This is an optimization exercise on Yosys and OpenROAD, whose aim is small area, not a production implementation.
RTL that was checked went through simulation tests only; none was proved equivalent to the original.
The clock port is modelled as an ideal driver; clocking choices that lean on that would not hold on a real chip.
No activity file was given, so power comes from the tool's default toggle rates.

== main ==
Design thermo8_cts, start of the top module:
module thermo8_cts (
    input  wire        clk,
    input  wire        rst,
    input  wire        cmd_valid,
    output wire        cmd_ready,
    input  wire [31:0] cmd_word,
    input  wire [31:0] cmd_x,
    output reg         rsp_valid,
    output wire [31:0] rsp_res,
    output wire [2:0]  rsp_err,
    output wire [7:0]  rsp_err_info,
    input  wire        alert_in,
    output wire        bus_req_valid,
    output reg  [2:0]  bus_req_kind,
    output reg  [7:0]  bus_req_byte,
    output wire        bus_req_ack,
    input  wire        bus_rsp_valid,
    input  wire [1:0]  bus_rsp_code,
    input  wire [7:0]  bus_rsp_data,
    output wire        settle_start,
    input  wire        settle_done
);
Size: roughly 410 cells after synthesis, ~140 I/O pins, ~3200 um^2 of cells after synthesis.
clock: 10.0 ns
lec_check: 0
abc_area: 1
cap_margin: 20
core_margin: 2
core_utilization: 40
place_density: 0.6
slew_margin: 20
standard.sh (not shown) runs the stock make flow with config.mk's settings and CLKGATE_MAP_FILE= SYNTH_SCRIPT=/design/flow/synth_recipe.tcl, a recipe that flattens the netlist after the stock synthesis.
==> flow/flow/run.sh <==
#!/bin/bash
# The standard layout with these changes:
#  - synthesis maps the logic with an area-oriented ABC script (flow/area.abc) and
#    without the adder cell mapping; the flip-flops are mapped as the standard
#    synthesis maps them (same cells, same names);
#  - the port buffers use the smallest buffer cell;
#  - the constant outputs share one tie cell;
#  - clock tree synthesis adds no dummy loads.
set -euo pipefail
here=$PWD
export BUFFER_PORTS_ARGS="-buffer_cell sky130_fd_sc_hd__buf_1"
export SKIP_REPAIR_TIE_FANOUT=1
export CTS_ARGS="-sink_clustering_enable -repair_clock_nets -dont_use_dummy_load"
export MY_ABC_SCRIPT=$here/flow/area.abc
sed -e "s#SYNTH_SCRIPT=[^ ]*#SYNTH_SCRIPT=$here/flow/synth.tcl ADDER_MAP_FILE=#" standard.sh > own_standard.sh
bash own_standard.sh synth > synth.log 2>&1
bash standard.sh finish > finish.log 2>&1
==> flow/flow/area.abc <==
strash
&get -n
&deepsyn -T 30
&nf -a -R 1000
&put
==> flow/flow/synth.tcl <==
proc synth {args} { yosys synth -nofsm -noshare {*}$args }
proc abc {args} {
  set i [lsearch -exact $args -script]
  if {$i >= 0} { set args [lreplace $args $i [expr {$i + 1}] -script $::env(MY_ABC_SCRIPT)] }
  yosys abc {*}$args
}
source $::env(SCRIPTS_DIR)/synth.tcl
# left out here: clear keep_hierarchy, flatten, clean up, hide names made inside functions, write 1_2_yosys.v
Setup changes, main to the feature branch
-- flow/design.v --
<<< main, line 95
    wire [15:0] enc = {xm[15:2] + {13'd0, xk},
                       (xn == 2'd1) ? 2'd2 : (xn == 2'd2) ? 2'd3 : 2'd0};
    wire m_hi = !c_status;                       
    wire m_lo = !(c_status || c_init);           
    wire [15:0] v_acc =
        ({16{c_enc}} & enc) |
        {fd[15:7] & {9{m_hi}},
         fd[6:2] & {5{m_lo}}, fd[1] & m_lo & !c_alert, fd[0] & m_lo} |
        {13'd0, {3{c_status}} & fd[15:13]} |
        {5'd0, {2{c_alert}} & fd[1:0], 4'd0, c_alert, c_alert, 2'd0, c_alert} |
        {12'd0, c_stat & stat_v, {3{c_stat}} & stat} |
        {15'd0, c_pin & alert_in};
    reg [2:0] rg_acc;
    always @(*) begin
>>> the feature branch, line 95
    wire [15:0] enc = {xm[15:2] + {13'd0, xk},
                       (xn == 2'd1) ? 2'd2 : (xn == 2'd2) ? 2'd3 : 2'd0};
    wire ok_acc = legal && !width_bad;
    wire m_hi = ok_acc && !c_status;             
    wire m_lo = ok_acc && !(c_status || c_init);  
    wire g_enc    = ok_acc && c_enc;
    wire g_status = ok_acc && c_status;
    wire g_alert  = ok_acc && c_alert;
    wire g_stat   = ok_acc && c_stat;
    wire g_pin    = ok_acc && c_pin;
    wire [15:0] v_acc =
        ({16{g_enc}} & enc) |
        {fd[15:7] & {9{m_hi}},
         fd[6:2] & {5{m_lo}}, fd[1] & m_lo & !c_alert, fd[0] & m_lo} |
        {13'd0, {3{g_status}} & fd[15:13]} |
        {5'd0, {2{g_alert}} & fd[1:0], 4'd0, g_alert, g_alert, 2'd0, g_alert} |
        {12'd0, g_stat & stat_v, {3{g_stat}} & stat} |
        {15'd0, g_pin & alert_in};
    reg [2:0] rg_acc;
    always @(*) begin
<<< main, line 170
    wire [12:0] mag = {s_neg & !(lower[11] | v[11]), v[11:0] ^ ({12{s_neg}} & lower)};
    wire [18:0] res = dec ? {v[15:13], 2'b00, v[12], mag} : {3'd0, v};
    assign rsp_res      = {13'd0, res & {19{err == 3'd0}}};
    assign rsp_err      = err;
    assign rsp_err_info = {3'b000, tn, 1'b0, fi};
>>> the feature branch, line 176
    wire [12:0] mag = {s_neg & !(lower[11] | v[11]), v[11:0] ^ ({12{s_neg}} & lower)};
    wire [18:0] res = dec ? {v[15:13], 2'b00, v[12], mag} : {3'd0, v};
    assign rsp_res      = {13'd0, res};
    assign rsp_err      = err;
    assign rsp_err_info = {3'b000, tn, 1'b0, fi};
<<< main, line 196
                end else if (fail) begin
                    err <= bus_rsp_code[1] ? 3'd2 : 3'd1;
                    if (last) begin
                        run       <= 1'b0;
>>> the feature branch, line 202
                end else if (fail) begin
                    err <= bus_rsp_code[1] ? 3'd2 : 3'd1;
                    v   <= 16'd0;
                    if (last) begin
                        run       <= 1'b0;
Notes after the runs:
The number of buffers other than clock buffers in the final layout reported for the feature branch is smaller than that of main by 1.6%. Total length of routed met2 wires (lower): the feature branch. The feature branch vs. main: number of nets produced by synthesis saw a decrease, number of combinational gates with multiple inputs saw a decrease, instance count on the critical path saw a decrease, number of fill cells saw a decrease, worst setup slack saw an increase. Vias: the feature branch below main.
No functional check of the RTL was part of any run of this note.

* * *

Another version of the RTL of thermo8_cts (not shown whole).
Size: roughly 380 cells after synthesis, ~42 flip-flops.
export LEC_CHECK = 0
export ABC_AREA = 1
export CAP_MARGIN = 20
export CORE_MARGIN = 2
export CORE_UTILIZATION = 65
export PLACE_DENSITY = 0.8
export SLEW_MARGIN = 20
create_clock -name core_clock -period 10.0 [get_ports {clk}]
==> flow/flow/run.sh <==
#!/bin/bash
# The standard layout with these changes:
#  - synthesis maps the logic with area-oriented ABC scripts (flow/area*.abc,
#    the same script with six random seeds; the smallest mapping is kept) and
#    without the adder cell mapping; the flip-flops are mapped as the standard
#    synthesis maps them (same cells, same names);
#  - the port buffers use the smallest buffer cell;
#  - the constant outputs share one tie cell;
#  - clock tree synthesis adds no dummy loads and builds the tree from
#    clkbuf_4 cells; flow/clk_upsize.tcl then upsizes any clock buffer whose
#    loads see too slow a slew.
set -euo pipefail
here=$PWD
export BUFFER_PORTS_ARGS="-buffer_cell sky130_fd_sc_hd__buf_1"
export SKIP_REPAIR_TIE_FANOUT=1
export POST_CTS_TCL=$here/flow/clk_upsize.tcl
export CLK_SLEW_TARGET=0.095
export CTS_ARGS="-sink_clustering_enable -repair_clock_nets -dont_use_dummy_load -root_buf sky130_fd_sc_hd__clkbuf_4 -buf_list sky130_fd_sc_hd__clkbuf_4"
export MY_ABC_SCRIPTS="$here/flow/area1.abc $here/flow/area2.abc $here/flow/area3.abc $here/flow/area4.abc $here/flow/area5.abc $here/flow/area6.abc"
sed -e "s#SYNTH_SCRIPT=[^ ]*#SYNTH_SCRIPT=$here/flow/synth.tcl ADDER_MAP_FILE=#" standard.sh > own_standard.sh
bash own_standard.sh synth > synth.log 2>&1
bash standard.sh finish > finish.log 2>&1
Other scripts of this flow, unchanged in this note and not shown: flow/flow/area1.abc, flow/flow/area2.abc, flow/flow/area3.abc, flow/flow/area4.abc, flow/flow/area5.abc, flow/flow/area6.abc, flow/flow/clk_upsize.tcl, flow/flow/synth.tcl
==> next run, changes <==
--- a/flow/design.v
+++ b/flow/design.v
@@ -162,33 +162,20 @@
         for (gi = 1; gi < 12; gi = gi + 1) begin : g_neg
             assign lower[gi] = lower[gi-1] | v[gi-1];
         end
     endgenerate
     wire        s_neg = v[12];
     wire [12:0] mag = {s_neg & !(lower[11] | v[11]), v[11:0] ^ ({12{s_neg}} & lower)};
     wire [18:0] res = dec ? {v[15:13], 2'b00, v[12], mag} : {3'd0, v};
     assign rsp_res      = {13'd0, res};
     assign rsp_err      = err;
     assign rsp_err_info = {3'b000, tn, 1'b0, fi};
-    wire bus_ans  = run && !sphase && bus_rsp_valid && !abort;
-    wire v_load   = !run && cmd_valid;
-    wire v_shift  = bus_ans && !fail && is_rdk;
-    wire v_clear  = bus_ans && fail;
-    wire v_mod    = bus_ans && !fail && last && rmw && !tn;
-    wire v_hold   = !(v_load || v_shift || v_clear);
-    wire [15:0] v_mask = {7'd0, m8, m7, m6, 6'd0} & {16{v_mod}};
-    wire [15:0] v_next = ({16{v_load}} & v_acc) |
-                         ({16{v_shift}} & {v[7:0], bus_rsp_data}) |
-                         ({16{v_hold}} & ~v_mask & v) |
-                         ({16{ms}} & v_mask);
-    always @(posedge clk)
-        v <= v_next;
     always @(posedge clk) begin
         rsp_valid    <= 1'b0;
         if (rst) begin
             run    <= 1'b0;
             sla    <= 7'h18;
             stat   <= 3'd0;
             stat_v <= 1'b0;
         end else if (run && sphase) begin
             if (!fi[0]) begin
                 fi <= 3'd7;
@@ -198,31 +185,37 @@
                 fi        <= 3'd0;
                 tn        <= 1'b0;
             end
         end else if (run) begin
             if (bus_rsp_valid) begin
                 if (abort) begin
                     run       <= 1'b0;
                     rsp_valid <= 1'b1;
                 end else if (fail) begin
                     err <= bus_rsp_code[1] ? 3'd2 : 3'd1;
+                    v   <= 16'd0;
                     if (last) begin
                         run       <= 1'b0;
                         rsp_valid <= 1'b1;
                     end
                 end else begin
+                    if (is_rdk)
+                        v <= {v[7:0], bus_rsp_data};
                     if (!last) begin
                         fi <= fi + 3'd1;
                     end else begin
                         fi <= 3'd0;
                         tn <= rmw && !tn;
                         if (rmw && !tn) begin
+                            if (m8) v[8] <= ms;
+                            if (m7) v[7] <= ms;
+                            if (m6) v[6] <= ms;
                         end else if (rmw && m8) begin
                             fi <= 3'd6;
                             tn <= 1'b1;
                         end else begin
                             run       <= 1'b0;
                             rsp_valid <= 1'b1;
                             if (dec) begin
                                 stat   <= v[15:13];
                                 stat_v <= 1'b1;
                             end
@@ -231,19 +224,20 @@
                 end
             end
         end else if (cmd_valid) begin
             err <= !legal ? 3'd4 : width_bad ? 3'd3 : 3'd0;
             fi  <= 3'd0;
             tn  <= 1'b0;
             rd  <= rd_acc;
             rmw <= c_rmw;
             dec <= dec_acc;
             rg  <= rg_acc;
+            v   <= v_acc;
             if (legal && c_init)
                 sla <= fd[6:0];
             if (legal && !width_bad && c_bus)
                 run <= 1'b1;
             else
                 rsp_valid <= 1'b1;
         end
     end
 endmodule
The changed run produced a clean layout; global-route usage increases by 0.91 points; cell count climbs by 0.56%; core utilization falls by 2.6 points; power goes up by 5.9%; register-to-register slack is better by 0.08 ns; design area rises by 2.8%; clock power went down by 8.8%; critical path depth rose by 1; setup slack is better by 0.20 ns.

[static timing again, ports no longer ideal]
The results above use ideal ports. As a check the final layouts listed here were re-extracted and re-timed, cells and wires unchanged.
Step 1 assumes that a clkbuf_16 drives the clock port and a buf_2 every other input.
Step 2, shift: input delay + t, output delay - t, t = (earliest + latest rising clock arrival at the registers) / 2. This alone moves slack from input paths to output paths.
a / b / c = no drivers / after step 1 / after step 2; a / b = the first two.
run	t (ns)	slack for setup (ns)	worst setup path at the end
main	0.315	4.763 / 4.732 / 4.770	input to register
the feature branch	0.318	4.790 / 4.762 / 4.778	input to register
the first run of note 2	0.362	4.533 / 4.536 / 4.174	input to register
the second run of note 2	0.358	4.731 / 4.734 / 4.376	input to register
After both steps every run listed still meets setup and hold. The setup slack of the first run of note 2, which loses most, moves by +0.003 ns with the drivers and by -0.359 ns with both steps.
